This design comes from an exercise in tuning for small area on the open sky130 flow, not from production work. Where RTL was checked, it was by simulation tests only, not by an equivalence proof against the original. No functional check of the RTL was part of run 2. The clock cells of runs 3 to 5 come from the design's own scripts or RTL, not from TritonCTS. The clock port is modelled as an ideal driver, which makes a skipped or thinned clock tree look cheaper than it is; a real chip needs a root buffer or a tree. Power and IR drop assume default switching activity.

$ cat design/flow/flow/run.sh
#!/bin/bash
# Standard ORFS layout (the standard.sh, standard synthesis unchanged)
# with two changes: every port still gets a buffer, but the smallest one
# (buf_1); and the clock tree is built from clkbuf_8 cells without dummy
# loads.  The full make output goes to standard.log; ORFS's per-step logs
# stay under orfs/logs.
export BUFFER_PORTS_ARGS="-buffer_cell sky130_fd_sc_hd__buf_1"
export CTS_ARGS="-sink_clustering_enable -repair_clock_nets -dont_use_dummy_load -buf_list sky130_fd_sc_hd__clkbuf_8 -root_buf sky130_fd_sc_hd__clkbuf_8 -sink_clustering_size 40 -sink_clustering_max_diameter 120"
bash standard.sh > standard.log 2>&1
$ cat design/flow/standard.sh
#!/bin/bash
# synth_recipe.tcl (not shown) runs the flow's synth.tcl, then flattens the netlist and writes it again
# the make line also repeats each setting of config.mk as NAME=value (left out here)
make -C /OpenROAD-flow-scripts/flow DESIGN_CONFIG=/design/flow/config.mk WORK_HOME=/design/flow/orfs CLKGATE_MAP_FILE= SYNTH_SCRIPT=/design/flow/synth_recipe.tcl "${@:-finish}"
$ cat design/flow/config.mk
export PLATFORM = sky130hd
export DESIGN_NAME = sdseq
export DESIGN_NICKNAME = sdseq
export VERILOG_FILES = /design/flow/design.v
export SDC_FILE = /design/flow/constraint.sdc
export NUM_CORES = 4
export LEC_CHECK = 0
export CAP_MARGIN = 20
export CORE_MARGIN = 2
export CORE_UTILIZATION = 40
export SLEW_MARGIN = 20
$ cat design/flow/constraint.sdc
create_clock -name core_clock -period 10.0 [get_ports {clk}]
set_input_delay 2.0000 -clock core_clock [delete_from_list [all_inputs] [get_ports {clk}]]
set_output_delay 2.0000 -clock core_clock [all_outputs]
set_load 0.01 [all_outputs]
$ cat design/flow/design.v
module sdseq (
    input             clk,
    input             rst,           
    input             op_valid,
    output            op_ready,
    input      [7:0]  op_code,
    input      [63:0] op_arg,
    output reg        rsp_valid,
    output reg [3:0]  rsp_err,
    output     [63:0] rsp_data,
    output reg        cmd_valid,
    output     [24:0] cmd_word,
    input             eng_done,
    output     [14:0] sdcr1,
    output     [14:0] sdcr2,
    output     [27:0] sdtr1,
    output     [27:0] sdtr2,
    output     [24:5] sdcmr,
    output     [13:1] sdrtr,
    output reg        busy,            
    output            clk_gate,
    output reg        handle_valid,
    output            handle_bank,
    output reg [2:0]  phase1,
    output reg [2:0]  phase2,
    output reg [1:0]  delay_ok,
    output reg        refresh_programmed,
    output     [1:0]  ready
);
    wire op_mk    = op_code == 8'h10;
    wire op_cfg   = op_code == 8'h11;
    wire op_cmd   = op_code == 8'h20;
    wire op_swp   = op_code == 8'h21;
    wire op_nrfs  = op_code == 8'h22;
    wire op_rtr   = op_code == 8'h23;
    wire op_wp    = op_code == 8'h24;
    wire op_bank  = op_code == 8'h25;
    wire op_delay = op_code == 8'h26;
    wire op_view  = op_code == 8'h30;
    wire op_known = op_mk | op_cfg | op_cmd | op_swp | op_nrfs | op_rtr |
                    op_wp | op_bank | op_delay | op_view;
    wire hv = handle_valid;
    reg  hb;
    wire wp_bit;
    wire [4:0] t0 = op_arg[4:0];
    wire [4:0] t1 = op_arg[9:5];
    wire [4:0] t2 = op_arg[14:10];
    wire [4:0] t3 = op_arg[19:15];
    wire [4:0] t4 = op_arg[24:20];
    wire [4:0] t5 = op_arg[29:25];
    wire [4:0] t6 = op_arg[34:30];
    wire cfg_zero = (t0 == 5'd0) | (t1 == 5'd0) | (t2 == 5'd0) | (t3 == 5'd0) |
                    (t4 == 5'd0) | (t5 == 5'd0) | (t6 == 5'd0);
    wire cfg_range = (t0 > 5'd16) | (t1 > 5'd16) | (t2 > 5'd16) | (t3 > 5'd16) |
                     (t4 > 5'd16) | (t5 > 5'd16) | (t6 > 5'd16) |
                     (op_arg[37:35] == 3'd0) | (op_arg[37:35] > 3'd3) |
                     (op_arg[41:38] < 4'd8) | (op_arg[41:38] > 4'd11) |
                     (op_arg[45:42] < 4'd11) | (op_arg[45:42] > 4'd13) |
                     !op_arg[47] |
                     (op_arg[49:48] == 2'd3) |
                     (op_arg[53:52] == 2'd3);
    wire cfg_bad = cfg_zero | cfg_range;
    wire [2:0] k_mode = op_arg[2:0];
    wire k_ok = (k_mode != 3'd0) & !(k_mode[2] & (k_mode[1:0] != 2'd0));
    wire arg_nz = |op_arg[31:0];
    wire cfg_go  = op_cfg & !hv & !cfg_bad;
    wire cmd_go  = op_cmd & hv & k_ok;
    wire nrfs_go = op_nrfs & hv & (op_arg[7:4] == 4'd0);
    wire rtr_go  = op_rtr & hv & (op_arg[15:13] == 3'd0);
    wire view_go = op_view & hv & arg_nz;
    reg [3:0] err;
    always @(*) begin
        err = 4'd0;
        if (op_mk | (op_cfg & !hv))
            err = cfg_zero ? 4'd5 : cfg_range ? 4'd6 : 4'd0;
        if (op_cfg & hv)
            err = 4'd7;
        if ((op_cmd | op_swp | op_nrfs | op_rtr | op_wp | op_bank | op_view) & !hv)
            err = 4'd8;
        if (op_cmd & hv & !k_ok)
            err = 4'd15;
        if ((op_nrfs & hv & !nrfs_go) | (op_rtr & hv & !rtr_go))
            err = 4'd6;
        if (op_view & hv & !arg_nz)
            err = 4'd9;
        if (!op_known)
            err = 4'd15;
    end
    reg [4:0] i;
    reg [4:0] j;
    reg       align;
    wire j_last = j[4] & j[0];           
    wire j_zero = (j == 5'd0);
    wire first  = (i == 5'd0);
    wire [17:0] in_r_t;
    assign in_r_t[0]  = 1'b1;
    assign in_r_t[17] = 1'b0;
    genvar g;
    generate
        for (g = 1; g < 17; g = g + 1) begin : g_len
            assign in_r_t[g] = |op_arg[31:2*g-1];
        end
    endgenerate
    wire in_r = in_r_t[j];
    assign op_ready = view_go ? (align & !in_r) : j_last;
    wire acc = op_valid & op_ready;
    always @(posedge clk) begin
        if (rst | !op_valid | acc | busy) begin
            i     <= 5'd0;
            j     <= 5'd0;
            align <= 1'b0;
        end else if (view_go & !align & j_last) begin
            if (&i) begin
                align <= 1'b1;
                j     <= 5'd1;
            end else begin
                i <= i + 5'd1;
                j <= 5'd0;
            end
        end else
            j <= j + 5'd1;
    end
    reg [17:0] re, ro;
    reg        dly, cy, neg, prev_r;
    wire sub = first | !neg;
    wire n   = op_arg[{1'b1, ~i}];                   
    wire d0  = !j[4] & op_arg[{1'b0, j[3:0], 1'b0}];
    wire d1  = !j[4] & op_arg[{1'b0, j[3:0], 1'b1}];
    wire r0  = re[0] & !first;
    wire r1  = ro[0] & !first;
    wire a0  = j_zero ? n : dly;
    wire ci  = in_r & (j_zero ? sub : cy);
    wire b0  = in_r & (d0 ^ sub);
    wire b1  = in_r & (d1 ^ sub);
    wire s0  = a0 ^ b0 ^ ci;
    wire c1  = (a0 & b0) | (a0 & ci) | (b0 & ci);
    wire s1  = r0 ^ b1 ^ c1;
    wire c2  = (r0 & b1) | (r0 & c1) | (b1 & c1);
    wire bnd = prev_r & !in_r;                       
    wire dbit = hv & ((op_wp & wp_bit) | (op_bank & hb));
    wire e_in = !busy & (view_go ? (!align & (bnd ? !ro[17] : s0)) : (j_zero & dbit));
    wire o_in = !busy & view_go & !align & s1;
    always @(posedge clk) begin
        re     <= {e_in, re[17:1]};
        ro     <= {o_in, ro[17:1]};
        dly    <= r1;
        cy     <= c2;
        prev_r <= in_r;
        if (bnd)
            neg <= ro[17];
    end
    wire [31:0] q;
    generate
        for (g = 0; g < 16; g = g + 1) begin : g_q
            assign q[2*g]   = re[g];
            assign q[2*g+1] = ro[g];
        end
    endgenerate
    reg vflag;
    assign rsp_data = {vflag, vflag & hb, vflag & !hb, vflag & hb, 28'd0, q};
    reg [9:0]  crb_n;         
    reg [4:0]  crs_n;         
    reg [27:0] trv_n;         
    assign wp_bit = !crb_n[9];
    always @(posedge clk) begin
        if (!hv) begin
            hb    <= op_arg[55];
            crb_n <= ~{op_arg[50], op_arg[36:35], op_arg[54], op_arg[53:52],
                       op_arg[43:42] + 2'd1, op_arg[39:38]};
            crs_n <= ~{op_arg[49:48], op_arg[51], op_arg[47:46]};
            trv_n <= {4'd0 - t6[3:0], 4'd0 - t5[3:0], 4'd0 - t4[3:0], 4'd0 - t3[3:0],
                      4'd0 - t2[3:0], 4'd0 - t1[3:0], 4'd0 - t0[3:0]};
        end else if (acc & op_swp)
            crb_n[9] <= !op_arg[0];
    end
    wire sel1 = hv & !hb;
    wire sel2 = hv & hb;
    assign handle_bank = sel2;
    assign clk_gate    = hv;
    localparam [9:0] CR_RST = 10'h2D0;
    generate
        for (g = 0; g < 10; g = g + 1) begin : g_cr
            if (CR_RST[g]) begin : g_one
                assign sdcr1[g] = !(crb_n[g] & sel1);
                assign sdcr2[g] = !(crb_n[g] & sel2);
            end else begin : g_zero
                assign sdcr1[g] = !(crb_n[g] | !sel1);
                assign sdcr2[g] = !(crb_n[g] | !sel2);
            end
        end
    endgenerate
    assign sdcr1[14:10] = ~(crs_n | {5{!hv}});
    assign sdcr2[14:10] = 5'd0;
    localparam [27:0] SHARED = 28'h0F0F000;
    wire [27:0] m1 = ({28{sel1}} & ~SHARED) | ({28{hv}} & SHARED);
    wire [27:0] m2 = {28{sel2}} & ~SHARED;
    assign sdtr1 = ~(trv_n & m1);
    assign sdtr2 = ~(trv_n & m2);
    reg [3:0]  nrfs;
    reg [15:0] mrd;
    reg [12:0] rtr;
    reg [4:0]  cw;
    assign sdcmr    = {mrd, nrfs};
    assign sdrtr    = rtr;
    assign cmd_word = {mrd, nrfs, cw};
    wire ok1 = (phase1 == k_mode - 3'd1) & ((k_mode != 3'd2) | delay_ok[0]);
    wire ok2 = (phase2 == k_mode - 3'd1) & ((k_mode != 3'd2) | delay_ok[1]);
    assign ready[0] = sel1 & (phase1 == 3'd4) & refresh_programmed;
    assign ready[1] = sel2 & (phase2 == 3'd4) & refresh_programmed;
    always @(posedge clk) begin
        cw <= op_arg[4:0];
        rsp_err <= busy ? 4'd0 : err;
        vflag <= view_go & !busy;
        if (rst) begin
            rsp_valid <= 1'b0;
            cmd_valid <= 1'b0;
            busy      <= 1'b0;
            handle_valid <= 1'b0;
            nrfs      <= 4'd0;
            mrd       <= 16'd0;
            rtr       <= 13'd0;
            refresh_programmed <= 1'b0;
            phase1    <= 3'd0;
            phase2    <= 3'd0;
            delay_ok  <= 2'b00;
        end else begin
            rsp_valid <= (acc & !cmd_go) | (busy & eng_done);
            cmd_valid <= acc & cmd_go;
            busy      <= (acc & cmd_go) | (busy & !eng_done);
            if (acc) begin
                if (cfg_go)
                    handle_valid <= 1'b1;
                if (cmd_go) begin
                    nrfs <= op_arg[8:5];
                    mrd  <= op_arg[24:9];
                    if (op_arg[4]) phase1 <= ok1 ? k_mode : 3'd5;
                    if (op_arg[3]) phase2 <= ok2 ? k_mode : 3'd5;
                end
                if (nrfs_go)
                    nrfs <= op_arg[3:0];
                if (rtr_go) begin
                    rtr <= op_arg[12:0];
                    refresh_programmed <= 1'b1;
                end
                if (op_delay & arg_nz) begin
                    if (phase1 == 3'd1) delay_ok[0] <= 1'b1;
                    if (phase2 == 3'd1) delay_ok[1] <= 1'b1;
                end
            end
        end
    end
endmodule
==> summary.md, run 1 <==
| Metric | Value |
|---|---|
| Cts repair resizes | 0 |
| TritonCTS clock tree | built |
| Largest net degree at the start of global routing | 53 |
| Peak Freq | 152 MHz |
| Wirelength, routed | about 23000 um |
| Synthesized instance count | slightly below 800 |
| Crit-path most repeated cell | buf_1 |
| Critical Path Source | op_arg[5] |
| Num Clock Sinks | 151 |
| Setup_tns | 0 ns |
| Number of global-route vias before repair | 5838 |
| Gr ovfl total | 0 |
| Lkg Pwr | slightly below 3 nW |
| CTS Buf Count | 17 |
| Post-route ant nets | 0 |
| FF+latch count, synth | 151 |
| Post-synth cell types | between 60 and 70 |
| Core Box Area | roughly 19000 um2 |
| Syn-to-layout area delta | 10.8% |
| Max-Cap Viols | 0 |
| Post-synth EDFFs | 45 |
| Cell area after synthesis | about 7600 um2 |
| Setup violations, final | 0 |
| Initial antenna violation count | 0 |
| Drt drc | 0 |
| Setup CP Type | input pin to primary output |
| CP cell instances | buf_1 -> inv_1 -> ha_1 -> nor3b_1 -> a31oi_1 -> o21ai_0 -> o2111ai_1 -> a211oi_4 -> or2_2 -> buf_1 |
| CP max stage delay | 0.55 ns |
| Top cells by area, synth | dfxtp_1 (28%), edfxtp_1 (18%), buf_4 (9.6%) |
| Worst setup EP type | primary output |
| Hold Path Class | flop to flop |
| Final min period | 6.58 ns |
| Fin nets | 1078 |
| Vias per cell | ~5.3 |
| Die X | 142 um |
| All-Layer GR Usage | 0.228 |
| CP Launch Type | input pin |
| DRT iter0 DRCs | around 370 |
| FF-to-FF Start | i[0]$_SDFFE_PP0P_ |
| Row count | 50 |
| Clock-pin slew on the worst setup and hold paths | 0.07 ns |
| Slew @ Worst Pin | 1.06 ns |
| Largest area contributor in the netlist | dfxtp_1 |
| Avg Inst Size Synth | ~9.6 um2 |
| Final GP Congestion | between 0.9 and 1 |
| Worst path arrival time | 4.58 ns |
| Number of setup buffers added after CTS | 0 |
| Detailed placer's ending HPWL | 17700 um |
| PnR Total Power | 1.11 mW |
| Skew final | 0.0256 ns |
| Via Count | 6386 |
| Peak supply drop | around 0.073 mV |
| DR WL/cell | 19.3 um |
| Worst-Skew Late Latency | 0.46 ns |
| Crit Path Max Fanout | 10 |
| Port bufs | 264 |
| RSZ-0062 raised after global routing | false |
| Fin util | 0.450 |
| Pre-antenna DRT Iters | 7 |
| PD cells | between 100 and 150 nW/um2 |
| Hold slack | 0.321 ns |
| Seq/Total Area, Yosys | 0.457 |
| Die Footprint | 20100 um2 |
| # H-tree levels | 4 |
| Ys async rst share | 0 |
| Share of cells above drive strength 1 | 0.0652 |
| Die height | 142 um |
| Fill count | 1888 |
| Cts hold-fix bufs | 0 |
| Worst setup margin | roughly 3.4 ns |
| Ant diodes | 0 |
| Post-Place Setup Slack | 3.48 ns |
| CTS Buffer Depth | 2 |
| Synth Flop Type | dfxtp_1 |
| Crit-path slowest cell | nor3b_1 |
| Final period util | 0.658 |
| Final Hold Fails | 0 |
| Hold Path Origin | re[16]$_DFF_P_ |
| Fin. max-slew vios | 0 |
| First-pass GRT wire length | 34300 um |
| Root Buffer Master | clkbuf_8 |
| I/O pin cnt | 306 |
| Status | timing/DRC/antenna clean |
| Top-area cell type share of the netlist area | 0.279 |
| CP required | 8.00 ns |
| Yosys warning total | 1 |
| Worst slew margin | 0.286 |
| Starting Density | 0.406 |
-- routing by layer --
metal,vias to the layer above,global-route usage,wire length [um]
met5,-,0,0
met3,28,0.0574,1960
li1,2951,-,-
met2,363,0.364,10800
met4,0,0.0668,370
met1,3044,0.307,10300
-- final timing paths --
path,to,slack (ns),depth (start not counted)
worst max-delay path,op_ready,3.42,10
worst min-delay path,re[15]$_DFF_P_,0.32,0
worst max register to register,re[17]$_DFF_P_,6.45,8
worst min register to register,re[15]$_DFF_P_,0.32,0
-- placed cells by master, fill, tap and decap left out, types with 7 or more instances in the layout --
cell / netlist / routed
ha_1: 16 / 16
xnor2_1: 21 / 21
mux4_2: 20 / 20
a21oi_1: 36 / 36
nor3_1: 21 / 21
nor2b_1: 8 / 8
o22ai_1: 15 / 15
dfxtp_1: 106 / 106
conb_1: 2 / 41
o211ai_1: 10 / 10
nand2b_1: 18 / 18
nand2_1: 115 / 115
inv_1: 51 / 50
nor4_1: 10 / 10
clkbuf_8: 0 / 17
edfxtp_1: 45 / 45
buf_1: 5 / 263
nor2_1: 49 / 48
o21a_1: 7 / 7
o21ai_0: 14 / 14
-- worst max-delay path: cells and delay by family --
| kind | cells | cell delay, ns |
|---|---|---|
| buffers and inverters | 3 | 0.45 |
| adder cells (fa/ha/maj) | 1 | 0.22 |
| AND/OR/NAND/NOR | 2 | 0.76 |
| AO/OA/AOI/OAI | 4 | 1.14 |
-- cells by family after synthesis --
group / Yosys count / synth area share
AO/OA/AOI/OAI: 111 / 0.0970
XOR/XNOR: 26 / 0.0300
adder cells (fa/ha/maj): 18 / 0.0316
buffers and inverters: 186 / 0.142
flip-flops: 151 / 0.457
multiplexers: 26 / 0.0675
other: 2 / 0.000988
AND/OR/NAND/NOR: 271 / 0.174
-- through the flow --
step                cell area [um2]  instances
floorplan                      7750        830
global placement               8190       1199
detailed placement             8190       1199
CTS                            8420       1216
global route                   8430       1216
finish                         8430       1216
-- final cells by class --
class / instances / area (um2) / share of cell area
flip-flops and latches: 151 / 3470 / 0.412
well taps: 234 / 293 / 0.0347
repair buffers: 269 / 1030 / 0.122
multi-input cells: 493 / 3200 / 0.380
inverters: 52 / 195 / 0.0232
clock buffers: 17 / 234 / 0.0278
-- power by group --
part           internal [mW]  switching (mW)
clock                  0.150           0.199
combinational         0.0367          0.0665
sequential             0.647         0.00846
total                  0.834           0.274
-- state kept, by name, indices dropped and copies added (netlist names), 2 cells and up --
name / cells
crb_n: 10
ro: 18
rsp_err: 4
j: 5
re: 18
delay_ok: 2
phase2: 3
trv_n: 28
i: 5
crs_n: 5
cw: 5
phase1: 3
rtr: 13
nrfs: 4
mrd: 16
-- cell usage after synthesis, types with 18 or more instances --
cell type / instances
clkbuf_1: 28
nand2b_1: 18
a21oi_1: 36
xnor2_1: 21
inv_1: 51
mux4_2: 20
nand2_1: 115
nor2_1: 49
buf_4: 97
dfxtp_1: 106
edfxtp_1: 45
nor3_1: 21
==> inputs of run 2 (changes only) <==
--- a/design/flow/design.v
+++ b/design/flow/design.v
@@ -6,7 +6,7 @@
     input      [7:0]  op_code,
     input      [63:0] op_arg,
     output reg        rsp_valid,
-    output reg [3:0]  rsp_err,
+    output     [3:0]  rsp_err,
     output     [63:0] rsp_data,
     output reg        cmd_valid,
     output     [24:0] cmd_word,
@@ -92,6 +92,8 @@
     wire j_last = j[4] & j[0];           
     wire j_zero = (j == 5'd0);
     wire first  = (i == 5'd0);
+    wire i_last = (i == 5'd16);           
+    wire [4:0] i_next = {i[3:0], i[4] ^ i[2] ^ (i[3:0] == 4'd0)};
     wire [17:0] in_r_t;
     assign in_r_t[0]  = 1'b1;
     assign in_r_t[17] = 1'b0;
@@ -106,15 +108,15 @@
     wire acc = op_valid & op_ready;
     always @(posedge clk) begin
         if (rst | !op_valid | acc | busy) begin
-            i     <= 5'd0;
+            i     <= (!rst & acc & cmd_go) ? op_arg[4:0] : 5'd0;
             j     <= 5'd0;
             align <= 1'b0;
         end else if (view_go & !align & j_last) begin
-            if (&i) begin
+            if (i_last) begin
                 align <= 1'b1;
                 j     <= 5'd1;
             end else begin
-                i <= i + 5'd1;
+                i <= i_next;
                 j <= 5'd0;
             end
         end else
@@ -123,7 +125,8 @@
     reg [17:0] re, ro;
     reg        dly, cy, neg, prev_r;
     wire sub = first | !neg;
-    wire n   = op_arg[{1'b1, ~i}];                   
+    wire [31:0] n_by_i = {op_arg[49], op_arg[48], op_arg[38], op_arg[47], op_arg[41], op_arg[37], op_arg[53], op_arg[46], op_arg[40], op_arg[55], op_arg[36], op_arg[34], op_arg[52], op_arg[58], op_arg[45], op_arg[32], op_arg[50], op_arg[39], op_arg[42], op_arg[54], op_arg[56], op_arg[35], op_arg[59], op_arg[33], op_arg[51], op_arg[43], op_arg[57], op_arg[60], op_arg[44], op_arg[61], op_arg[62], op_arg[63]};
+    wire n = n_by_i[i];
     wire d0  = !j[4] & op_arg[{1'b0, j[3:0], 1'b0}];
     wire d1  = !j[4] & op_arg[{1'b0, j[3:0], 1'b1}];
     wire r0  = re[0] & !first;
@@ -138,8 +141,11 @@
     wire c2  = (r0 & b1) | (r0 & c1) | (b1 & c1);
     wire bnd = prev_r & !in_r;                       
     wire dbit = hv & ((op_wp & wp_bit) | (op_bank & hb));
-    wire e_in = !busy & (view_go ? (!align & (bnd ? !ro[17] : s0)) : (j_zero & dbit));
-    wire o_in = !busy & view_go & !align & s1;
+    wire j_16 = j[4] & !j[0];
+    wire e_in = !busy & (view_go ? (align ? !in_r : (bnd ? !ro[17] : s0))
+                                 : ((j_zero & dbit) | (j_16 & err[0])));
+    wire o_in = !busy & (view_go ? (!align & s1)
+                                 : ((j_16 & err[1]) | (j_last & err[3])));
     always @(posedge clk) begin
         re     <= {e_in, re[17:1]};
         ro     <= {o_in, ro[17:1]};
@@ -156,7 +162,8 @@
             assign q[2*g+1] = ro[g];
         end
     endgenerate
-    reg vflag;
+    wire vflag = re[17];
+    assign rsp_err = {ro[17], ro[16] | (!ro[17] & re[16]), ro[16], re[16]};
     assign rsp_data = {vflag, vflag & hb, vflag & !hb, vflag & hb, 28'd0, q};
     reg [9:0]  crb_n;         
     reg [4:0]  crs_n;         
@@ -199,18 +206,14 @@
     reg [3:0]  nrfs;
     reg [15:0] mrd;
     reg [12:0] rtr;
-    reg [4:0]  cw;
     assign sdcmr    = {mrd, nrfs};
     assign sdrtr    = rtr;
-    assign cmd_word = {mrd, nrfs, cw};
+    assign cmd_word = {mrd, nrfs, i};
     wire ok1 = (phase1 == k_mode - 3'd1) & ((k_mode != 3'd2) | delay_ok[0]);
     wire ok2 = (phase2 == k_mode - 3'd1) & ((k_mode != 3'd2) | delay_ok[1]);
     assign ready[0] = sel1 & (phase1 == 3'd4) & refresh_programmed;
     assign ready[1] = sel2 & (phase2 == 3'd4) & refresh_programmed;
     always @(posedge clk) begin
-        cw <= op_arg[4:0];
-        rsp_err <= busy ? 4'd0 : err;
-        vflag <= view_go & !busy;
         if (rst) begin
             rsp_valid <= 1'b0;
             cmd_valid <= 1'b0;
--- a/design/flow/config.mk
+++ b/design/flow/config.mk
@@ -7,5 +7,5 @@
 export LEC_CHECK = 0
 export CAP_MARGIN = 20
 export CORE_MARGIN = 2
-export CORE_UTILIZATION = 40
+export CORE_UTILIZATION = 30
 export SLEW_MARGIN = 20
==> run 2 against run 1 <==
Against the previous run:
- critical endpoint unchanged
- synthesized area decreased by 1.3%
- via count about the same
- clock power fell by 2%
- global-route usage shrank 5.0 points
- first-iteration DRC count up 48%
- clock-buffer cell count did not move
- maximum frequency grew 0.94%
- synthesized cell count decreased by 2.1%
- highest routed layer unchanged
- still clean on timing, DRC and antenna
==> summary.md, run 2 <==
| Metric | Value |
|---|---|
| Status | timing/DRC/antenna clean (unchanged) |
| Post-Place Setup Slack | 3.52 ns (was 3.48 ns) |
| Die Footprint | 26300 um2 (was 20100 um2) |
| Final Hold Fails | 0 (unchanged) |
| Via Count | 6387 (was 6386) |
| I/O pin cnt | 306 (unchanged) |
| Port bufs | 264 (unchanged) |
| DRT iter0 DRCs | 551 (was 373) |
| Number of global-route vias before repair | 5842 (was 5838) |
| Wirelength, routed | 23900 um (was 23400 um) |
| Die height | 162 um (was 142 um) |
| Skew final | 0.0382 ns (was 0.0256 ns) |
| # H-tree levels | 4 (unchanged) |
| Commonest non-fill, non-tap cell in the layout | buf_1 (unchanged) |
| Avg Inst Size Synth | 9.69 um2 (was 9.61 um2) |
| Hold Path Class | flop to flop (unchanged) |
| Cell area after synthesis | 7500 um2 (was 7600 um2) |
| Synthesized instance count | 774 (was 791) |
| Post-synth EDFFs | 50 (was 45) |
| All-Layer GR Usage | 0.178 (was 0.228) |
| Fill count | 2533 (was 1888) |
| Top-area cell type share of the netlist area | 0.243 (was 0.279) |
| CP required | 8.00 ns (about the same) |
| Crit Path Max Fanout | 7 (was 10) |
| Root Buffer Master | clkbuf_8 (unchanged) |
| Ys async rst share | 0 (unchanged) |
| Multi-input logic area | 3380 um2 (was 3200 um2) |
| Number of setup buffers added after CTS | 0 (unchanged) |
| Yosys warning total | 1 (unchanged) |
| Core Box Area | 24500 um2 (was 18700 um2) |
| Detailed placer's ending HPWL | 18500 um (was 17700 um) |
| Syn-to-layout area delta | 13.9% (was 10.8%) |
| Seq/Total Area, Yosys | 0.443 (was 0.457) |
| Seq. cell area | 3320 um2 (was 3470 um2) |
| Gr ovfl total | 0 (unchanged) |
| Fin util | 0.349 (was 0.450) |
| Most frequent cells in the layout | buf_1 (264), nand2_1 (144), dfxtp_1 (91) (was buf_1 (263), nand2_1 (115), dfxtp_1 (106)) |
| Ant diodes | 0 (unchanged) |
| PD cells | 128 nW/um2 (was 131 nW/um2) |
| DR WL/cell | 18.1 um (was 19.3 um) |
| Slew @ Worst Pin | 1.06 ns (about the same) |
| Lkg Pwr | 2.99 nW (was 2.93 nW) |
| Final GP Congestion | 0.981 (was 0.917) |
| Die X | 162 um (was 142 um) |
| Peak supply drop | 0.0713 mV (was 0.0733 mV) |
| Pre-antenna DRT Iters | 5 (was 7) |
| Clock-pin slew on the worst setup and hold paths | 0.09 ns (was 0.07 ns) |
| Peak Freq | 153 MHz (was 152 MHz) |
| Largest net degree at the start of global routing | 31 (was 53) |
| TritonCTS clock tree | built (unchanged) |
| Largest register FFs | 28 (unchanged) |
| CTS Buf Count | 17 (unchanged) |
| Row count | 57 (was 50) |
| Worst setup EP type | primary output (unchanged) |
| Top Registers | trv_n: 28 flops, re: 18 flops, ro: 18 flops (unchanged) |
| PnR Total Power | 1.09 mW (was 1.11 mW) |
| Cts hold-fix bufs | 0 (unchanged) |
| Share of cells above drive strength 1 | 0.0662 (was 0.0652) |
| Setup violations, final | 0 (unchanged) |
| Worst slew margin | 0.292 (was 0.286) |
| FF+latch count, synth | 141 (was 151) |
| Hold slack | 0.333 ns (was 0.321 ns) |
| Post-route ant nets | 0 (unchanged) |
| Synth Flop Type | dfxtp_1 (unchanged) |
| Commonest cells post-synth | nand2_1 (144), dfxtp_1 (91), buf_4 (67), nor2_1 (52), edfxtp_1 (50) (was nand2_1 (115), dfxtp_1 (106), buf_4 (97), inv_1 (51), nor2_1 (49)) |
| CTS Buffer Depth | 2 (unchanged) |
| CP Launch Type | input pin (unchanged) |
| Final period util | 0.652 (was 0.658) |
| Largest area contributor in the netlist | dfxtp_1 (unchanged) |
| Fin. max-slew vios | 0 (unchanged) |
| Fin nets | 1090 (was 1078) |
| Worst path arrival time | 4.52 ns (was 4.58 ns) |
| Initial antenna violation count | 0 (unchanged) |
| Post-synth cell types | 72 (was 65) |
| Drt drc | 0 (unchanged) |
| Setup CP Type | input pin to primary output (unchanged) |
| Worst setup margin | 3.48 ns (was 3.42 ns) |
| Num Clock Sinks | 141 (was 151) |
| Starting Density | 0.307 (was 0.406) |
| RSZ-0062 raised after global routing | false (unchanged) |
| Setup_tns | 0 ns (unchanged) |
| Cts repair resizes | 0 (unchanged) |
| First-pass GRT wire length | 35300 um (was 34300 um) |
| Top cells by area, synth | dfxtp_1 (24%), edfxtp_1 (20%), nand2_1 (7.2%) (was dfxtp_1 (28%), edfxtp_1 (18%), buf_4 (9.6%)) |
| Top reg by flops | trv_n (unchanged) |
| Worst-Skew Late Latency | 0.44 ns (was 0.46 ns) |
| Vias per cell | 4.83 (was 5.25) |
| Most frequent cell after synthesis | nand2_1 (unchanged) |
| Max-Cap Viols | 0 (unchanged) |
| Final min period | 6.52 ns (was 6.58 ns) |
-- run 2: worst paths after layout --
kind / startpoint / end / slack [ns] / cells past startpoint
worst max-delay path: op_arg[5] / op_ready / 3.48 / 11
worst min-delay path: re[14]$_DFF_P_ / re[13]$_DFF_P_ / 0.33 / 0
worst max register to register: handle_valid$_SDFFE_PP0P_ / i[4]$_DFFE_PP_ / 6.34 / 8
worst min register to register: re[14]$_DFF_P_ / re[13]$_DFF_P_ / 0.33 / 0
-- run 2: logic make-up after synthesis --
| kind of cell | synth area share |
|---|---|
| AOI/OAI and AO/OA | 0.101 |
| xor gates and xnor gates | 0.0280 |
| adders and majority gates | 0.0270 |
| buffers and inverters | 0.126 |
| DFF | 0.443 |
| muxes | 0.0856 |
| other | 0.00100 |
| and+or+nand+nor | 0.189 |
-- run 2: metal layers --
| layer | wire length (um) | up-vias | share of wire | GRT usage |
|---|---|---|---|---|
| met3 | 1870 | 27 | 0.078 | 0.0434 |
| met1 | 11000 | 2986 | 0.46 | 0.247 |
| met5 | 0 | - | 0 | 0 |
| met4 | 415 | 0 | 0.017 | 0.0515 |
| li1 | - | 3026 | - | - |
| met2 | 10600 | 348 | 0.44 | 0.277 |
-- run 2: metrics by stage --
stage	cell area, um2	cells
2_1_floorplan	7650	813
3_3_place_gp	8310	1304
3_5_place_dp	8310	1304
4_1_cts	8550	1321
5_1_grt	8550	1321
6_report	8550	1321
-- run 2: area by class of cell --
class,instances,area share
multi-input combinational,524,0.396
inverter,46,0.0202
clock buffer,17,0.0274
timing repair buffer,269,0.120
tap,324,0.0474
sequential,141,0.389
-- run 2: report_power, final --
part | internal, mW | switching (mW) | total, mW | leakage (nW)
Sequential | 0.611 | 0.0149 | 0.626 | 1.26
Clock | 0.150 | 0.193 | 0.342 | 0.122
Combinational | 0.0468 | 0.0769 | 0.124 | 1.61
Total | 0.808 | 0.285 | 1.09 | 2.99
-- run 2: critical path: stages --
cell	delay, ns
buf_1	0.19
inv_1	0.10
ha_1	0.17
nor3b_2	0.36
a41oi_1	0.18
o41ai_1	0.39
nand4_1	0.22
o22ai_1	0.46
nand3_1	0.14
nand2_1	0.09
buf_1	0.21
==> inputs of run 3 (changes only) <==
--- a/design/flow/design.v
+++ b/design/flow/design.v
@@ -6,7 +6,7 @@
     input      [7:0]  op_code,
     input      [63:0] op_arg,
     output reg        rsp_valid,
-    output     [3:0]  rsp_err,
+    output reg [3:0]  rsp_err,
     output     [63:0] rsp_data,
     output reg        cmd_valid,
     output     [24:0] cmd_word,
@@ -92,8 +92,6 @@
     wire j_last = j[4] & j[0];           
     wire j_zero = (j == 5'd0);
     wire first  = (i == 5'd0);
-    wire i_last = (i == 5'd16);           
-    wire [4:0] i_next = {i[3:0], i[4] ^ i[2] ^ (i[3:0] == 4'd0)};
     wire [17:0] in_r_t;
     assign in_r_t[0]  = 1'b1;
     assign in_r_t[17] = 1'b0;
@@ -108,15 +106,15 @@
     wire acc = op_valid & op_ready;
     always @(posedge clk) begin
         if (rst | !op_valid | acc | busy) begin
-            i     <= (!rst & acc & cmd_go) ? op_arg[4:0] : 5'd0;
+            i     <= 5'd0;
             j     <= 5'd0;
             align <= 1'b0;
         end else if (view_go & !align & j_last) begin
-            if (i_last) begin
+            if (&i) begin
                 align <= 1'b1;
                 j     <= 5'd1;
             end else begin
-                i <= i_next;
+                i <= i + 5'd1;
                 j <= 5'd0;
             end
         end else
@@ -125,8 +123,7 @@
     reg [17:0] re, ro;
     reg        dly, cy, neg, prev_r;
     wire sub = first | !neg;
-    wire [31:0] n_by_i = {op_arg[49], op_arg[48], op_arg[38], op_arg[47], op_arg[41], op_arg[37], op_arg[53], op_arg[46], op_arg[40], op_arg[55], op_arg[36], op_arg[34], op_arg[52], op_arg[58], op_arg[45], op_arg[32], op_arg[50], op_arg[39], op_arg[42], op_arg[54], op_arg[56], op_arg[35], op_arg[59], op_arg[33], op_arg[51], op_arg[43], op_arg[57], op_arg[60], op_arg[44], op_arg[61], op_arg[62], op_arg[63]};
-    wire n = n_by_i[i];
+    wire n   = op_arg[{1'b1, ~i}];                   
     wire d0  = !j[4] & op_arg[{1'b0, j[3:0], 1'b0}];
     wire d1  = !j[4] & op_arg[{1'b0, j[3:0], 1'b1}];
     wire r0  = re[0] & !first;
@@ -141,11 +138,8 @@
     wire c2  = (r0 & b1) | (r0 & c1) | (b1 & c1);
     wire bnd = prev_r & !in_r;                       
     wire dbit = hv & ((op_wp & wp_bit) | (op_bank & hb));
-    wire j_16 = j[4] & !j[0];
-    wire e_in = !busy & (view_go ? (align ? !in_r : (bnd ? !ro[17] : s0))
-                                 : ((j_zero & dbit) | (j_16 & err[0])));
-    wire o_in = !busy & (view_go ? (!align & s1)
-                                 : ((j_16 & err[1]) | (j_last & err[3])));
+    wire e_in = !busy & (view_go ? (!align & (bnd ? !ro[17] : s0)) : (j_zero & dbit));
+    wire o_in = !busy & view_go & !align & s1;
     always @(posedge clk) begin
         re     <= {e_in, re[17:1]};
         ro     <= {o_in, ro[17:1]};
@@ -162,8 +156,7 @@
             assign q[2*g+1] = ro[g];
         end
     endgenerate
-    wire vflag = re[17];
-    assign rsp_err = {ro[17], ro[16] | (!ro[17] & re[16]), ro[16], re[16]};
+    reg vflag;
     assign rsp_data = {vflag, vflag & hb, vflag & !hb, vflag & hb, 28'd0, q};
     reg [9:0]  crb_n;         
     reg [4:0]  crs_n;         
@@ -206,14 +199,18 @@
     reg [3:0]  nrfs;
     reg [15:0] mrd;
     reg [12:0] rtr;
+    reg [4:0]  cw;
     assign sdcmr    = {mrd, nrfs};
     assign sdrtr    = rtr;
-    assign cmd_word = {mrd, nrfs, i};
+    assign cmd_word = {mrd, nrfs, cw};
     wire ok1 = (phase1 == k_mode - 3'd1) & ((k_mode != 3'd2) | delay_ok[0]);
     wire ok2 = (phase2 == k_mode - 3'd1) & ((k_mode != 3'd2) | delay_ok[1]);
     assign ready[0] = sel1 & (phase1 == 3'd4) & refresh_programmed;
     assign ready[1] = sel2 & (phase2 == 3'd4) & refresh_programmed;
     always @(posedge clk) begin
+        cw <= op_arg[4:0];
+        rsp_err <= busy ? 4'd0 : err;
+        vflag <= view_go & !busy;
         if (rst) begin
             rsp_valid <= 1'b0;
             cmd_valid <= 1'b0;
==> design/flow/flow/run.sh (replaced) <==
#!/bin/bash
# Standard ORFS layout (the standard.sh, standard synthesis unchanged)
# with two changes: every port still gets a buffer, but the smallest one
# (buf_1); and the clock tree is a root buffer driving a few leaf buffers,
# one per cluster of nearby flip-flops (flow/lean_cts.tcl).  The full make
# output goes to standard.log; ORFS's per-step logs stay under orfs/logs.
export BUFFER_PORTS_ARGS="-buffer_cell sky130_fd_sc_hd__buf_1"
export PRE_CTS_TCL="$(pwd)/flow/lean_cts.tcl"
export LEAN_CTS_PORT=clk
export LEAN_CTS_ROOT=sky130_fd_sc_hd__clkbuf_8
export LEAN_CTS_LEAF=sky130_fd_sc_hd__clkbuf_8
export LEAN_CTS_PER_LEAF=16
bash standard.sh > standard.log 2>&1
==> design/flow/flow/lean_cts.tcl (new file) <==
# Clock tree for a small design, in place of TritonCTS: the clock port
# drives one root buffer, which drives a few leaf buffers, each serving a
# cluster of nearby flip-flops.  Loaded by ORFS's cts.tcl as PRE_CTS_TCL; it
# replaces clock_tree_synthesis for that script's call.
rename clock_tree_synthesis orig_clock_tree_synthesis
proc clock_tree_synthesis {args} {
  set block [ord::get_db_block]
  set db [ord::get_db]
  set clknet [[$block findBTerm $::env(LEAN_CTS_PORT)] getNet]
  set sinks {}
  foreach it [$clknet getITerms] {
    set inst [$it getInst]
    set bb [$inst getBBox]
    set x [expr {([$bb xMin] + [$bb xMax]) / 2}]
    set y [expr {([$bb yMin] + [$bb yMax]) / 2}]
    lappend sinks [list $it $x $y]
  }
  set n [llength $sinks]
  set per $::env(LEAN_CTS_PER_LEAF)
  set k [expr {int(ceil(double($n) / $per))}]
  set cols [expr {int(ceil(sqrt($k)))}]
  puts "lean_cts: $n sinks, $k leaf buffers in $cols columns"
  # split into columns by x, then each column into clusters by y
  set byx [lsort -integer -index 1 $sinks]
  set clusters {}
  set remaining $k
  set start 0
  for {set c 0} {$c < $cols} {incr c} {
    set cols_left [expr {$cols - $c}]
    set kc [expr {int(ceil(double($remaining) / $cols_left))}]
    set left [expr {$n - $start}]
    set cnt [expr {int(round(double($left) * $kc / $remaining))}]
    set col [lrange $byx $start [expr {$start + $cnt - 1}]]
    set start [expr {$start + $cnt}]
    set remaining [expr {$remaining - $kc}]
    set col [lsort -integer -index 2 $col]
    set m [llength $col]
    set s 0
    for {set r 0} {$r < $kc} {incr r} {
      set cc [expr {int(round(double($m - $s) / ($kc - $r)))}]
      lappend clusters [lrange $col $s [expr {$s + $cc - 1}]]
      set s [expr {$s + $cc}]
    }
  }
  set rootm [$db findMaster $::env(LEAN_CTS_ROOT)]
  set leafm [$db findMaster $::env(LEAN_CTS_LEAF)]
  set root [odb::dbInst_create $block $rootm lean_cts_root]
  set rootnet [odb::dbNet_create $block lean_clk_root]
  $rootnet setSigType CLOCK
  [$root findITerm A] connect $clknet
  [$root findITerm X] connect $rootnet
  set sx 0; set sy 0; set i 0
  foreach cl $clusters {
    if {[llength $cl] == 0} { continue }
    set leaf [odb::dbInst_create $block $leafm lean_cts_leaf_$i]
    set net [odb::dbNet_create $block lean_clk_leaf_$i]
    $net setSigType CLOCK
    [$leaf findITerm A] connect $rootnet
    [$leaf findITerm X] connect $net
    set cx 0; set cy 0
    foreach s $cl {
      set it [lindex $s 0]
      $it disconnect
      $it connect $net
      set cx [expr {$cx + [lindex $s 1]}]
      set cy [expr {$cy + [lindex $s 2]}]
    }
    set cx [expr {$cx / [llength $cl]}]
    set cy [expr {$cy / [llength $cl]}]
    $leaf setLocation $cx $cy
    $leaf setPlacementStatus PLACED
    set sx [expr {$sx + $cx}]; set sy [expr {$sy + $cy}]
    puts "lean_cts: leaf $i: [llength $cl] sinks at $cx $cy"
    incr i
  }
  $root setLocation [expr {$sx / $i}] [expr {$sy / $i}]
  $root setPlacementStatus PLACED
  set_propagated_clock [all_clocks]
}
==> run 3 against run 2 <==
Against the previous run:
- still clean
- worst setup slack got worse by 0.077 ns
- critical path depth is 2 lower
- critical path type unchanged
- synthesized area grew 1.3%
- synthesized cell count is 2.2% higher
- clock power is 13% lower
- highest routed layer unchanged
- first-iteration DRC count down 13%
==> summary.md, run 3 <==
| Metric | Value |
|---|---|
| Status | timing/DRC/antenna clean (unchanged) |
| Final period util | 0.660 (was 0.652) |
| First-pass GRT wire length | 34300 um (was 35300 um) |
| Worst setup EP type | primary output (unchanged) |
| Yosys warning total | 1 (unchanged) |
| DRT iter0 DRCs | 477 (was 551) |
| Setup CP Type | input pin to primary output (unchanged) |
| Syn-to-layout area delta | 11.6% (was 13.9%) |
| Hold Path Class | flop to flop (unchanged) |
| FF+latch count, synth | 151 (was 141) |
| Cts hold-fix bufs | 0 (unchanged) |
| Detailed placer's ending HPWL | 18500 um (about the same) |
| Worst slew margin | 0.354 (was 0.292) |
| PD cells | 125 nW/um2 (was 128 nW/um2) |
| Synthesized instance count | 791 (was 774) |
| R2R depth | 8 (unchanged) |
| Final Hold Fails | 0 (unchanged) |
| Row count | 58 (was 57) |
| Largest register FFs | 28 (unchanged) |
| Die X | 163 um (was 162 um) |
| Most frequent cell after synthesis | nand2_1 (unchanged) |
| Post-synth cell types | 65 (was 72) |
| WHS Endpoint | re[15]$_DFF_P_ (was re[13]$_DFF_P_) |
| Number of setup buffers added after CTS | 0 (unchanged) |
| Fin nets | 1075 (was 1090) |
| Setup_tns | 0 ns (unchanged) |
| Wirelength, routed | 24100 um (was 23900 um) |
| Lkg Pwr | 2.90 nW (was 2.99 nW) |
| Crit Path Max Fanout | 10 (was 7) |
| Final GP Congestion | 0.920 (was 0.981) |
| Top reg by flops | trv_n (unchanged) |
| Setup violations, final | 0 (unchanged) |
| Clock-pin slew on the worst setup and hold paths | 0.10 ns (was 0.09 ns) |
| Post-route ant nets | 0 (unchanged) |
| Peak supply drop | 0.0658 mV (was 0.0713 mV) |
| Post-synth EDFFs | 45 (was 50) |
| Slew @ Worst Pin | 0.968 ns (was 1.06 ns) |
| CP Launch Type | input pin (unchanged) |
| Commonest cells post-synth | nand2_1 (115), dfxtp_1 (106), buf_4 (97), inv_1 (51), nor2_1 (49) (was nand2_1 (144), dfxtp_1 (91), buf_4 (67), nor2_1 (52), edfxtp_1 (50)) |
| CP required | 8.00 ns (about the same) |
| Share of cells above drive strength 1 | 0.0623 (was 0.0662) |
| Die Footprint | 26600 um2 (was 26300 um2) |
| Max-Cap Viols | 0 (unchanged) |
| Number of global-route vias before repair | 5651 (was 5842) |
| Seq/Total Area, Yosys | 0.457 (was 0.443) |
| Most frequent cells in the layout | buf_1 (263), nand2_1 (115), dfxtp_1 (106) (was buf_1 (264), nand2_1 (144), dfxtp_1 (91)) |
| Via Count | 6275 (was 6387) |
| Core Box Area | 25000 um2 (was 24500 um2) |
| Die height | 163 um (was 162 um) |
| I/O pin cnt | 306 (unchanged) |
| Drt drc | 0 (unchanged) |
| Peak Freq | 152 MHz (was 153 MHz) |
| Starting Density | 0.304 (was 0.307) |
| Top-area cell type share of the netlist area | 0.279 (was 0.243) |
| Pre-antenna DRT Iters | 5 (unchanged) |
| RR Endpoint | re[17]$_DFF_P_ (was i[4]$_DFFE_PP_) |
| Seq. cell area | 3470 um2 (was 3320 um2) |
| Multi-input logic area | 3200 um2 (was 3380 um2) |
| Final min period | 6.60 ns (was 6.52 ns) |
| Ys async rst share | 0 (unchanged) |
| FF-to-FF Start | i[0]$_SDFFE_PP0P_ (was handle_valid$_SDFFE_PP0P_) |
| Initial antenna violation count | 0 (unchanged) |
| Fin util | 0.339 (was 0.349) |
| Largest area contributor in the netlist | dfxtp_1 (unchanged) |
| Skew final | 0.0274 ns (was 0.0382 ns) |
| Synth Flop Type | dfxtp_1 (unchanged) |
| Gr ovfl total | 0 (unchanged) |
| RSZ-0062 raised after global routing | false (unchanged) |
| Port bufs | 264 (unchanged) |
| Commonest non-fill, non-tap cell in the layout | buf_1 (unchanged) |
| Ant diodes | 0 (unchanged) |
| Top cells by area, synth | dfxtp_1 (28%), edfxtp_1 (18%), buf_4 (9.6%) (was dfxtp_1 (24%), edfxtp_1 (20%), nand2_1 (7.2%)) |
| R2r setup slk | 6.43 ns (was 6.34 ns) |
| Fill count | 2637 (was 2533) |
| Largest net degree at the start of global routing | 53 (was 31) |
| Worst hold path stage count | 0 (unchanged) |
| Worst path arrival time | 4.60 ns (was 4.52 ns) |
| Top Registers | trv_n: 28 flops, re: 18 flops, ro: 18 flops (unchanged) |
| Avg Inst Size Synth | 9.61 um2 (was 9.69 um2) |
| DR WL/cell | 18.4 um (was 18.1 um) |
| Cts repair resizes | 0 (unchanged) |
| Fin. max-slew vios | 0 (unchanged) |
| Vias per cell | 4.79 (was 4.83) |
| Hold Path Origin | re[16]$_DFF_P_ (was re[14]$_DFF_P_) |
| Worst-Skew Late Latency | 0.48 ns (was 0.44 ns) |
| All-Layer GR Usage | 0.169 (was 0.178) |
| Cell area after synthesis | 7600 um2 (was 7500 um2) |
-- run 3: cell count changes in the layout (fill, tap and decap cells not counted), moves of 7 or more --
cell      previous run  this run
o22ai_1              2        15
nand3_1             12         5
nand4_1             10         3
nand2_1            144       115
dfxtp_1             91       106
mux2i_1             18         4
nand2b_1             8        18
-- run 3: kinds of logic (layout without fill, tap and decap cells) --
family                     Yosys count  in the layout  share of synthesized area
other                                2             41                   0.000988
and+or+nand+nor                    271            271                      0.174
adders and majority gates           18             18                     0.0316
AOI/OAI and AO/OA                  111            111                     0.0970
DFF                                151            151                      0.457
muxes                               26             26                     0.0675
buffers and inverters              186            335                      0.142
xor gates and xnor gates            26             26                     0.0300
-- run 3: final cells by class --
type / count / area share
multi-input cells: 493 / 0.377
plain buffers: 11 / 0.0178
repair buffers: 272 / 0.124
flip-flops and latches: 151 / 0.409
well taps: 330 / 0.0487
inverters: 52 / 0.0230
-- run 3: worst max-delay path by stage --
| stage | startpoint | endpoint | depth (start not counted) |
|---|---|---|---|
| CTS | op_arg[1] | op_ready | 9 |
| global route | op_arg[5] | op_ready | 10 |
| floorplan | op_arg[0] | op_ready | 9 |
| global placement | op_arg[0] | op_ready | 10 |
| finish | op_arg[1] | op_ready | 9 |
| detailed placement | op_arg[1] | op_ready | 9 |
-- run 3: report_power, final --
| group | internal (mW) | switching [mW] |
|---|---|---|
| combinational | 0.0373 | 0.0672 |
| sequential | 0.647 | 0.00906 |
| clock | 0.0987 | 0.199 |
| total | 0.783 | 0.275 |
-- run 3: metrics by stage --
stage               power [mW]  hold slack, ns  setup slack, ns  cell area, um2  instances
finish                    1.06           0.346             3.40            8490       1309
global route              1.10           0.358             3.19            8490       1309
CTS                       1.07           0.354             3.45            8480       1309
detailed placement       0.773           0.322             3.45            8330       1298
global placement         0.773           0.320             3.53            8330       1298
floorplan                0.736           0.310             3.96            7750        830
-- run 3: critical path, stage by stage --
cell     delay [ns]
buf_1          0.18
inv_1          0.20
ha_1           0.20
or3b_2         0.49
or4_4          0.46
o21ai_4        0.24
and3_1         0.42
or2_2          0.21
buf_1          0.19
-- run 3: layer usage --
layer	GRT usage	share of wire
met1	0.232	0.44
met2	0.277	0.45
met3	0.0310	0.087
met4	0.0338	0.024
met5	0	0
==> inputs of run 4 (changes only) <==
--- a/design/flow/flow/run.sh
+++ b/design/flow/flow/run.sh
@@ -8,6 +8,6 @@
 export PRE_CTS_TCL="$(pwd)/flow/lean_cts.tcl"
 export LEAN_CTS_PORT=clk
 export LEAN_CTS_ROOT=sky130_fd_sc_hd__clkbuf_8
-export LEAN_CTS_LEAF=sky130_fd_sc_hd__clkbuf_8
-export LEAN_CTS_PER_LEAF=16
+export LEAN_CTS_LEAF=sky130_fd_sc_hd__clkbuf_16
+export LEAN_CTS_PER_LEAF=30
 bash standard.sh > standard.log 2>&1
==> run 4 against run 3 <==
Against the previous run:
- maximum frequency about the same
- synthesized area unchanged
- routed wire length decreased by 0.85%
- critical path type unchanged
- clock skew decreased by 0.0093 ns
- largest cell class unchanged
- die area unchanged
- first-iteration DRC count increased by 2.9%
- combinational power about the same
- global-route usage decreased by 0.12 points
==> summary.md, run 4 <==
| Metric | Value |
|---|---|
| Pre-antenna DRT Iters | 5 (unchanged) |
| Largest net degree at the start of global routing | 53 (unchanged) |
| Die height | 163 um (unchanged) |
| Critical Path Source | op_arg[1] (unchanged) |
| Cell area after synthesis | 7600 um2 (unchanged) |
| CP endpoint | op_ready (unchanged) |
| Ys async rst share | 0 (unchanged) |
| DR WL met2 | 10800 um (was 10900 um) |
| Critical Path Stages | 9 (unchanged) |
| Detailed placer's ending HPWL | 18500 um (unchanged) |
| Clock power share | 0.291 (was 0.281) |
| Gr ovfl total | 0 (unchanged) |
| Clock-pin slew on the worst setup and hold paths | 0.10 ns (about the same) |
| Final GP Congestion | 0.920 (unchanged) |
| Commonest non-fill, non-tap cell in the layout | buf_1 (unchanged) |
| Top cells by area, synth | dfxtp_1 (28%), edfxtp_1 (18%), buf_4 (9.6%) (unchanged) |
| Most frequent cells in the layout | buf_1 (263), nand2_1 (115), dfxtp_1 (106) (unchanged) |
| Worst path arrival time | 4.60 ns (about the same) |
| Drt drc | 0 (unchanged) |
| Top-area cell type share of the netlist area | 0.279 (unchanged) |
| Hold Path Class | flop to flop (unchanged) |
| Die Footprint | 26600 um2 (unchanged) |
| Seq/Total Area, Yosys | 0.457 (unchanged) |
| Hold slack | 0.345 ns (was 0.346 ns) |
| Initial antenna violation count | 0 (unchanged) |
| Max-Cap Viols | 0 (unchanged) |
| Worst setup EP type | primary output (unchanged) |
| Reg power frac | 0.612 (was 0.620) |
| Buf/Inv on CP | 3 (unchanged) |
| Synthesized instance count | 791 (unchanged) |
| Fill count | 2627 (was 2637) |
| Most frequent cell after synthesis | nand2_1 (unchanged) |
| Die X | 163 um (unchanged) |
| Top reg by flops | trv_n (unchanged) |
| Final non-filler cell total | 1305 (was 1309) |
| Fin nets | 1071 (was 1075) |
| Vias per cell | 4.77 (was 4.79) |
| Fin. max-slew vios | 0 (unchanged) |
| RSZ-0062 raised after global routing | false (unchanged) |
| Peak supply drop | 0.0743 mV (was 0.0658 mV) |
| CP cell instances | buf_1 -> inv_1 -> ha_1 -> or3b_2 -> or4_4 -> o21ai_4 -> and3_1 -> or2_2 -> buf_1 (unchanged) |
| Largest area contributor in the netlist | dfxtp_1 (unchanged) |
| Post-synth EDFFs | 45 (unchanged) |
| DRT iter0 DRCs | 491 (was 477) |
| CP Launch Type | input pin (unchanged) |
| Synth Flop Type | dfxtp_1 (unchanged) |
| All-Layer GR Usage | 0.167 (was 0.169) |
| Skew final | 0.0181 ns (was 0.0274 ns) |
| Post-synth cell types | 65 (unchanged) |
| DR WL/cell | 18.3 um (was 18.4 um) |
| Largest register FFs | 28 (unchanged) |
| Sw frac | 0.252 (was 0.260) |
| FF+latch count, synth | 151 (unchanged) |
| WL met3 | 2110 um (was 2090 um) |
| Syn-to-layout area delta | 11.8% (was 11.6%) |
| Setup CP Type | input pin to primary output (unchanged) |
| Yosys warning total | 1 (unchanged) |
| Crit-path most repeated cell | buf_1 (unchanged) |
| Avg Inst Size Synth | 9.61 um2 (unchanged) |
| Row count | 58 (unchanged) |
| Cts repair resizes | 0 (unchanged) |
| Final period util | 0.660 (about the same) |
| I/O pin cnt | 306 (unchanged) |
| Crit path max-delay family | simple AND/OR/NAND/NOR gates (unchanged) |
| Comb power frac | 0.097 (was 0.099) |
| Share of cells above drive strength 1 | 0.0585 (was 0.0623) |
| Slew @ Worst Pin | 0.973 ns (was 0.968 ns) |
| Via Count | 6220 (was 6275) |
| Crit Path Max Fanout | 10 (unchanged) |
| Switching pwr | 0.270 mW (was 0.275 mW) |
| Lkg Pwr | 2.90 nW (about the same) |
| Final Hold Fails | 0 (unchanged) |
| Starting Density | 0.304 (unchanged) |
| CP max stage delay | 0.49 ns (about the same) |
| Post-Place Cells | 1298 (unchanged) |
| Port bufs | 264 (unchanged) |
| R2R depth | 8 (unchanged) |
| Top Registers | trv_n: 28 flops, re: 18 flops, ro: 18 flops (unchanged) |
| Highest routed metal layer | met4 (unchanged) |
| Number of global-route vias before repair | 5600 (was 5651) |
| PD cells | 126 nW/um2 (was 125 nW/um2) |
| Number of setup buffers added after CTS | 0 (unchanged) |
| Pint | 0.801 mW (was 0.783 mW) |
| Crit-path slowest cell | or3b_2 (unchanged) |
| Cts hold-fix bufs | 0 (unchanged) |
| R2r setup slk | 6.42 ns (was 6.43 ns) |
| Setup violations, final | 0 (unchanged) |
| Setup_tns | 0 ns (unchanged) |
| First-pass GRT wire length | 34100 um (was 34300 um) |
| Peak Freq | 152 MHz (about the same) |
| RR Endpoint | re[17]$_DFF_P_ (unchanged) |
| Routed met1 length | 10600 um (about the same) |
| Worst slew margin | 0.350 (was 0.354) |
| Ant diodes | 0 (unchanged) |
| Worst-Skew Late Latency | 0.44 ns (was 0.48 ns) |
| Core Box Area | 25000 um2 (unchanged) |
| Post-route ant nets | 0 (unchanged) |
| FF-to-FF Start | i[0]$_SDFFE_PP0P_ (unchanged) |
| Commonest cells post-synth | nand2_1 (115), dfxtp_1 (106), buf_4 (97), inv_1 (51), nor2_1 (49) (unchanged) |
| CP required | 8.00 ns (about the same) |
| Status | timing/DRC/antenna clean (unchanged) |
| Final min period | 6.60 ns (about the same) |
| Wirelength, routed | 23900 um (was 24100 um) |
-- run 4: cell counts after synthesis --
No cell type changed its count.
-- run 4: power groups by stage --
stage	Clock (mW)	Combinational (mW)	Sequential, mW
5_1_grt	0.342	0.115	0.658
3_5_place_dp	0	0.103	0.670
2_1_floorplan	0	0.0691	0.667
6_report	0.312	0.104	0.656
3_3_place_gp	0	0.103	0.670
4_1_cts	0.326	0.103	0.656
-- run 4: worst reg2reg max path, cell delays in order, from the launching register on --
cell and delay (ns):
dfxtp_1 0.76, mux4_2 0.61, mux4_2 0.48, mux2i_1 0.25
nand2_1 0.08, o21ai_0 0.16, fa_1 0.46, mux2_2 0.27
o41ai_1 0.37
-- run 4: final cells by class --
cell class                      count  area, um2  area share
Sequential cell                   151       3470       0.409
Multi-Input combinational cell    493       3200       0.377
Timing Repair Buffer              272       1050       0.124
Tap cell                          330        413      0.0486
Buffer                              7        164      0.0193
Inverter                           52        195      0.0230
-- run 4: metrics by stage --
stage | utilization | power (mW) | area (um2) | setup slack [ns]
2_1_floorplan | - | 0.736 | 7750 | 3.96
6_report | 0.339 | 1.07 | 8500 | 3.40
5_1_grt | 0.339 | 1.11 | 8500 | 3.19
4_1_cts | 0.339 | 1.09 | 8490 | 3.45
3_5_place_dp | 0.333 | 0.773 | 8330 | 3.45
3_3_place_gp | 0.333 | 0.773 | 8330 | 3.53
-- run 4: worst min path at each step --
stage / from / endpoint / slack [ns] / cells past startpoint
4_1_cts: ro[11]$_DFF_P_ / ro[10]$_DFF_P_ / 0.35 / 0
5_1_grt: re[4]$_DFF_P_ / re[3]$_DFF_P_ / 0.36 / 0
3_3_place_gp: re[16]$_DFF_P_ / re[15]$_DFF_P_ / 0.32 / 0
3_5_place_dp: re[16]$_DFF_P_ / re[15]$_DFF_P_ / 0.32 / 0
6_report: re[16]$_DFF_P_ / re[15]$_DFF_P_ / 0.35 / 0
2_1_floorplan: re[16]$_DFF_P_ / re[15]$_DFF_P_ / 0.31 / 0
-- run 4: metal layers --
layer / up-vias / global-route usage
li1: 2936 / -
met2: 326 / 0.276
met1: 2936 / 0.234
met3: 22 / 0.0295
met5: - / 0
met4: 0 / 0.0233
-- run 4: cells by family after synthesis --
logic type	Yosys count	synth area share
xor gates and xnor gates	26	0.0300
other	2	0.000988
muxes	26	0.0675
DFF	151	0.457
adders and majority gates	18	0.0316
AOI/OAI and AO/OA	111	0.0970
buffers and inverters	186	0.142
and+or+nand+nor	271	0.174
==> inputs of run 5 (changes only) <==
==> design/flow/flow/run.sh (replaced) <==
#!/bin/bash
# Standard ORFS layout (the standard.sh, standard synthesis unchanged)
# with three changes: every port still gets a buffer, but the smallest one
# (buf_1); the clock tree is a root buffer driving a few leaf buffers, one
# per cluster of nearby flip-flops (flow/lean_cts.tcl); and after CTS, cells
# on paths with slack to spare are downsized (flow/recover.tcl).  The full
# make output goes to standard.log; ORFS's per-step logs stay under orfs/logs.
export BUFFER_PORTS_ARGS="-buffer_cell sky130_fd_sc_hd__buf_1"
export PRE_CTS_TCL="$(pwd)/flow/lean_cts.tcl"
export POST_CTS_TCL="$(pwd)/flow/recover.tcl"
export LEAN_CTS_PORT=clk
export LEAN_CTS_ROOT=sky130_fd_sc_hd__clkbuf_8
export LEAN_CTS_LEAF=sky130_fd_sc_hd__clkbuf_16
export LEAN_CTS_PER_LEAF=24
bash standard.sh > standard.log 2>&1
==> design/flow/flow/recover.tcl (new file) <==
# Downsize cells on paths with timing slack to spare (area recovery), then
# re-legalise the placement.  Loaded by ORFS's cts.tcl as POST_CTS_TCL.
estimate_parasitics -placement
repair_timing -recover_power 100 -verbose
detailed_placement
check_placement -verbose
==> run 5 against run 4 <==
Against the previous run:
- worst hold slack gained 0.0029 ns
- maximum frequency shrank 7.0%
- sequential power is essentially flat
==> summary.md, run 5 <==
| Metric | Value |
|---|---|
| Peak supply drop | 0.0663 mV (was 0.0743 mV) |
| Final GP Congestion | 0.920 (unchanged) |
| Die height | 163 um (unchanged) |
| Final Hold Fails | 0 (unchanged) |
| Row count | 58 (unchanged) |
| Max-Cap Viols | 0 (unchanged) |
| Drt drc | 0 (unchanged) |
| Commonest cells post-synth | nand2_1 (115), dfxtp_1 (106), buf_4 (97), inv_1 (51), nor2_1 (49) (unchanged) |
| PD cells | 128 nW/um2 (was 126 nW/um2) |
| Starting Density | 0.304 (unchanged) |
| Cell area after synthesis | 7600 um2 (unchanged) |
| Worst setup margin | 2.91 ns (was 3.40 ns) |
| Fin nets | 1075 (was 1071) |
| Hold Path Origin | re[16]$_DFF_P_ (unchanged) |
| Post-Place Cells | 1298 (unchanged) |
| Yosys warning total | 1 (unchanged) |
| Top cells by area, synth | dfxtp_1 (28%), edfxtp_1 (18%), buf_4 (9.6%) (unchanged) |
| Gr ovfl total | 0 (unchanged) |
| Crit-path slowest cell | o21ai_0 (was or3b_2) |
| Wirelength, routed | 23900 um (about the same) |
| Worst setup EP type | primary output (unchanged) |
| Fin. max-slew vios | 0 (unchanged) |
| Most frequent cells in the layout | buf_1 (247), nand2_1 (115), dfxtp_1 (106) (was buf_1 (263), nand2_1 (115), dfxtp_1 (106)) |
| RR Endpoint | re[17]$_DFF_P_ (unchanged) |
| Skew final | 0.00953 ns (was 0.0181 ns) |
| All-Layer GR Usage | 0.168 (was 0.167) |
| Worst-Skew Late Latency | 0.44 ns (about the same) |
| Synth Flop Type | dfxtp_1 (unchanged) |
| Initial antenna violation count | 1 (was 0) |
| Most frequent cell after synthesis | nand2_1 (unchanged) |
| Peak Freq | 141 MHz (was 152 MHz) |
| Avg Inst Size Synth | 9.61 um2 (unchanged) |
| Slew @ Worst Pin | 0.928 ns (was 0.973 ns) |
| Syn-to-layout area delta | 12.1% (was 11.8%) |
| FF-to-FF Start | i[0]$_SDFFE_PP0P_ (unchanged) |
| Largest net degree at the start of global routing | 53 (unchanged) |
| RSZ-0062 raised after global routing | false (unchanged) |
| DRT iter0 DRCs | 642 (was 491) |
| Status | timing/DRC/antenna clean (unchanged) |
| Post-synth cell types | 65 (unchanged) |
| CP Launch Type | input pin (unchanged) |
| Hold Path Class | flop to flop (unchanged) |
| First-pass GRT wire length | 34300 um (was 34100 um) |
| Ys async rst share | 0 (unchanged) |
| Commonest non-fill, non-tap cell in the layout | buf_1 (unchanged) |
| Final min period | 7.09 ns (was 6.60 ns) |
| Top Registers | trv_n: 28 flops, re: 18 flops, ro: 18 flops (unchanged) |
| CP cell instances | buf_1 -> clkbuf_1 -> inv_1 -> ha_1 -> or3b_2 -> or4_1 -> o21ai_0 -> and3_1 -> or2_2 -> buf_1 (was buf_1 -> inv_1 -> ha_1 -> or3b_2 -> or4_4 -> o21ai_4 -> and3_1 -> or2_2 -> buf_1) |
| Cell area after layout | 8520 um2 (was 8500 um2) |
| WHS Endpoint | re[15]$_DFF_P_ (unchanged) |
| Setup CP Type | input pin to primary output (unchanged) |
| Port bufs | 264 (unchanged) |
| Post-route ant nets | 0 (unchanged) |
| R2R depth | 8 (unchanged) |
| Die X | 163 um (unchanged) |
| FF+latch count, synth | 151 (unchanged) |
| Crit Path Max Fanout | 11 (was 10) |
| Top reg by flops | trv_n (unchanged) |
| Worst path arrival time | 5.09 ns (was 4.60 ns) |
| PnR Total Power | 1.09 mW (was 1.07 mW) |
| I/O pin cnt | 306 (unchanged) |
| Seq/Total Area, Yosys | 0.457 (unchanged) |
| Hold slack | 0.348 ns (was 0.345 ns) |
| Final non-filler cell total | 1310 (was 1305) |
| Crit-path most repeated cell | buf_1 (unchanged) |
| Largest area contributor in the netlist | dfxtp_1 (unchanged) |
| Share of cells above drive strength 1 | 0.0531 (was 0.0585) |
| Setup violations, final | 0 (unchanged) |
| Via Count | 6244 (was 6220) |
| Pre-antenna DRT Iters | 7 (was 5) |
| Top-area cell type share of the netlist area | 0.279 (unchanged) |
| CP required | 8.00 ns (about the same) |
| Lkg Pwr | 2.92 nW (was 2.90 nW) |
| Worst slew margin | 0.373 (was 0.350) |
| Detailed placer's ending HPWL | 18500 um (unchanged) |
| Vias per cell | 4.77 (about the same) |
| Post-synth EDFFs | 45 (unchanged) |
| Synthesized instance count | 791 (unchanged) |
| Final period util | 0.709 (was 0.660) |
| Fin util | 0.340 (was 0.339) |
| Post-Place Setup Slack | 3.45 ns (unchanged) |
| Die Footprint | 26600 um2 (unchanged) |
| Number of global-route vias before repair | 5595 (was 5600) |
| Core Box Area | 25000 um2 (unchanged) |
| Placed cell area | 8330 um2 (unchanged) |
| Worst hold path stage count | 0 (unchanged) |
| Largest register FFs | 28 (unchanged) |
| DR WL/cell | 18.2 um (was 18.3 um) |
| Clock-pin slew on the worst setup and hold paths | 0.09 ns (was 0.10 ns) |
| Setup_tns | 0 ns (unchanged) |
| R2r setup slk | 6.42 ns (about the same) |
| CP max stage delay | 0.55 ns (was 0.49 ns) |
==> run 5: cell counts after synthesis <==
Identical to the previous run, type by type.
==> run 5: report_power, final <==
part           total, mW  internal, mW  switching, mW  leakage, nW
registers          0.656         0.647        0.00894         1.33
logic              0.103        0.0365         0.0666         1.49
clock network      0.329         0.134          0.195       0.0935
==> run 5: cells by family (layout without fill, tap and decap cells) <==
group           Yosys count  in the layout  synth area share
simple gates            271            271             0.174
buf+inv                 186            335             0.142
flops                   151            151             0.457
compound gates          111            111            0.0970
xor+xnor                 26             26            0.0300
mux                      26             26            0.0675
fa+ha+maj                18             18            0.0316
other cells               2             42          0.000988
==> run 5: worst max path at each step <==
| stage | startpoint | slack, ns | endpoint |
|---|---|---|---|
| floorplan | op_arg[0] | 3.96 | op_ready |
| detailed placement | op_arg[1] | 3.45 | op_ready |
| global route | op_arg[0] | 2.59 | op_ready |
| global placement | op_arg[0] | 3.53 | op_ready |
| finish | op_arg[0] | 2.91 | op_ready |
==> run 5: worst max-delay path, delay by kind of cell <==
kind / cells / cell delay, ns
AOI/OAI and AO/OA: 1 / 0.55
and+or+nand+nor: 4 / 1.59
adders and majority gates: 1 / 0.19
buffers and inverters: 4 / 0.75
==> run 5: area by class of cell <==
cell class              count  area [um2]
diodes                      1        2.50
plain buffers               8         189
fillers                  2631       16500
inverters                  52         195
multi-input cells         493        3170
flip-flops and latches    151        3470
well taps                 330         413
repair buffers            275        1080
==> run 5: per-layer routing <==
layer  track usage  share of wire
met1         0.236           0.44
met5             0              0
met3        0.0340          0.088
met2         0.273           0.45
met4        0.0257          0.017

-- afterwards: timing with drivers on the ports --
No port has a modelled driver above. Below, the same layouts with a new extraction and two added sets of constraints. Step 1 sets driving cells, clkbuf_16 on the clock port and buf_2 on the other inputs (assumed; they add their load-dependent delay and slew). Step 2 also shifts input and output timing later by t, the mid clock arrival at the registers, as if the neighbouring blocks saw the same clock. Three values: ideal, step 1, step 2; two values: the first two.
| run | t (ns) | setup slack, ns | worst setup path after step 2 | worst register clock-pin slew, ns | worst slew at a driven data input, ns |
|---|---|---|---|---|---|
| run 1 | 0.486 | 3.421 / 3.400 / 3.400 | input to output | 0.08 / 0.08 | 0.07 |
| run 2 | 0.473 | 3.482 / 3.461 / 3.461 | input to output | 0.09 / 0.09 | 0.06 |
| run 3 | 0.500 | 3.404 / 3.385 / 3.385 | input to output | 0.12 / 0.12 | 0.06 |
| run 4 | 0.472 | 3.405 / 3.385 / 3.385 | input to output | 0.11 / 0.11 | 0.06 |
| run 5 | 0.474 | 2.908 / 2.882 / 2.882 | input to output | 0.09 / 0.09 | 0.07 |
After both steps every run listed still meets setup and hold. For run 5, which loses most, drivers alone change the setup slack by -0.026 ns; drivers and shift together by -0.026 ns.
